From an optimization exercise on the open Yosys and OpenROAD flow, aimed at small area, a short achievable clock period and few clock cycles; shortcuts taken in it are not production practice. In this exercise RTL edits were held to simulation tests only and were not proved equivalent to the original. No activity file was given, so power comes from the tool's default toggle rates.

## run 1
Design emg_codec, start of the top module:
module emg_codec (
    input  wire        clk,
    input  wire        rst,             
    input  wire        cmd_valid,
    output wire        cmd_ready,
    input  wire [31:0] cmd_word,
    input  wire [31:0] cmd_arg0,
    input  wire [31:0] cmd_arg1,
    input  wire [31:0] cmd_arg2,
    output reg         done,
    output wire [7:0]  err_code,
    output reg  [31:0] err_info,
    output reg  [2:0]  hdr_flags,       
    output reg  [31:0] crc_res,
    output wire [31:0] out_bits,
    output wire [31:0] out_bytes,
    output wire [31:0] payload_addr,
    output reg  [31:0] hdr_magic,
    output reg  [7:0]  hdr_version,
    output reg  [7:0]  hdr_scheme,
    output reg  [15:0] hdr_rsvd,
    output reg  [31:0] hdr_len,
    output reg  [31:0] hdr_crc,
    output reg         mem_en,
    output reg         mem_we,
    output reg  [13:0] mem_addr,        
    output reg  [3:0]  mem_wstrb,
    output reg  [31:0] mem_wdata,
    input  wire [31:0] mem_rdata
);
For scale: roughly 4400 cells after synthesis, about 570 flip-flops.
export LEC_CHECK = 0
export CAP_MARGIN = 20
export CORE_MARGIN = 2
export CORE_UTILIZATION = 40
export SLEW_MARGIN = 20
create_clock -name core_clock -period 30.0 [get_ports {clk}]
standard.sh (not shown) runs the stock make flow with config.mk's settings and CLKGATE_MAP_FILE= SYNTH_SCRIPT=/design/flow/synth_recipe.tcl, a recipe that flattens the netlist after the stock synthesis.
==> flow/flow/run.sh <==
#!/bin/bash
# The standard ORFS layout (the standard.sh, unchanged synthesis), with two
# changes in how the layout is made:
#  - the port buffers that buffer_ports inserts are sky130_fd_sc_hd__buf_2
#    (its default pick is the clkdlybuf4s50_1 delay cell);
#  - repair_timing (after placement, CTS and global routing) aims at a setup
#    slack of 22.5 ns against the design's 30 ns clock, so it sizes the
#    longest paths instead of stopping at 0 ns.
# The SDC, clock period, floorplan, power grid and CTS are the standard flow's.
set -euo pipefail
cd "$(dirname "$0")/.."
bash standard.sh "BUFFER_PORTS_ARGS=-buffer_cell sky130_fd_sc_hd__buf_2" \
    SETUP_SLACK_MARGIN=22.5 finish > flow_make.log 2>&1
Run 1 ended with every stage complete and zero timing, DRC or antenna violations.
Testbench counts of run 1, summed over its fixed seeds: cycles 28,095.
## Diff of input files: run 2 against run 1
==> flow/run.sh (new file) <==
#!/bin/bash
# synth_recipe.tcl (not shown) runs the flow's synth.tcl, then flattens the netlist and writes it again
# the make line also repeats each setting of config.mk as NAME=value (left out here)
make -C /OpenROAD-flow-scripts/flow DESIGN_CONFIG=/design/flow/config.mk WORK_HOME=/design/flow/orfs CLKGATE_MAP_FILE= SYNTH_SCRIPT=/design/flow/synth_recipe.tcl finish
removed: flow/flow/run.sh
removed: flow/standard.sh
Results
Critical path depth on run 2 is up relative to run 1.
Sum of met3 wire segment lengths after detailed routing went down by a few percent going from run 1 to run 2.
Diff run 1 -> run 2: total routed wirelength saw an increase, routed metal-1 wire length higher, slew at the pin closest to its max-slew limit now sits lower.

* * *

emg_codec, a different RTL version from the one above (not shown whole).
Size in the first run: ~4500 cells after synthesis, about 570 flip-flops, ~520 I/O pins.
clock: 30.0 ns
lec_check: 0
cap_margin: 20
core_margin: 2
core_utilization: 40
slew_margin: 20
==> flow/flow/run.sh <==
#!/bin/bash
# The standard ORFS layout (the standard.sh, unchanged synthesis), with two
# changes in how the layout is made:
#  - the port buffers that buffer_ports inserts are sky130_fd_sc_hd__buf_1
#    (its default pick is the larger and slower clkdlybuf4s50_1 delay cell);
set -euo pipefail
cd "$(dirname "$0")/.."
bash standard.sh "BUFFER_PORTS_ARGS=-buffer_cell sky130_fd_sc_hd__buf_1" \
    SETUP_SLACK_MARGIN=22.5 finish > flow_make.log 2>&1
The starting point produced a clean layout.
Testbench counts at the start, summed over its fixed seeds: cycles 27,877.
Edit:
CORE_UTILIZATION = 65   (was 40)
Count of clock-buffer cells in the layout falls by 14. Final area falls by 2.7%. Worst setup slack hardly moves. Worst hold slack is about the same. Power falls by 3.9%. Register-to-register slack stays flat. Die area falls by 38%. Global-route usage rises by 17 points. Synthesized cell count is unchanged. Via count rises by 3.0%.

-- static timing again, ports no longer ideal --
Ports are ideal in the flow. The routed layouts listed here were re-timed in OpenROAD. Step 1: set_driving_cell puts a clkbuf_16 on clk and a buf_2 on each other input, an assumption about the parent block. Step 2 times the ports against the registers' clock, not the clock port: input delays grow and output delays shrink by t, the midpoint of the rising clock arrivals with the driver on. Three values: no drivers, after step 1, after step 2; two values: the first two.
run | t, ns | slack for setup (ns) | worst setup path after step 2 | worst data-port slew with drivers (ns)
run 1 | 0.726 | 22.511 / 22.436 / 21.934 | input to register | 0.15
run 2 | 0.732 | 21.463 / 21.463 / 21.328 | input to register | 0.15
the first run of note 2 | 0.716 | 22.462 / 22.382 / 21.944 | input to register | 0.20
the second run of note 2 | 0.719 | 22.464 / 22.395 / 22.004 | input to register | 0.14
After both steps every run listed still meets setup and hold. The setup slack of run 1, which loses most, moves by -0.075 ns with the drivers and by -0.577 ns with both steps.
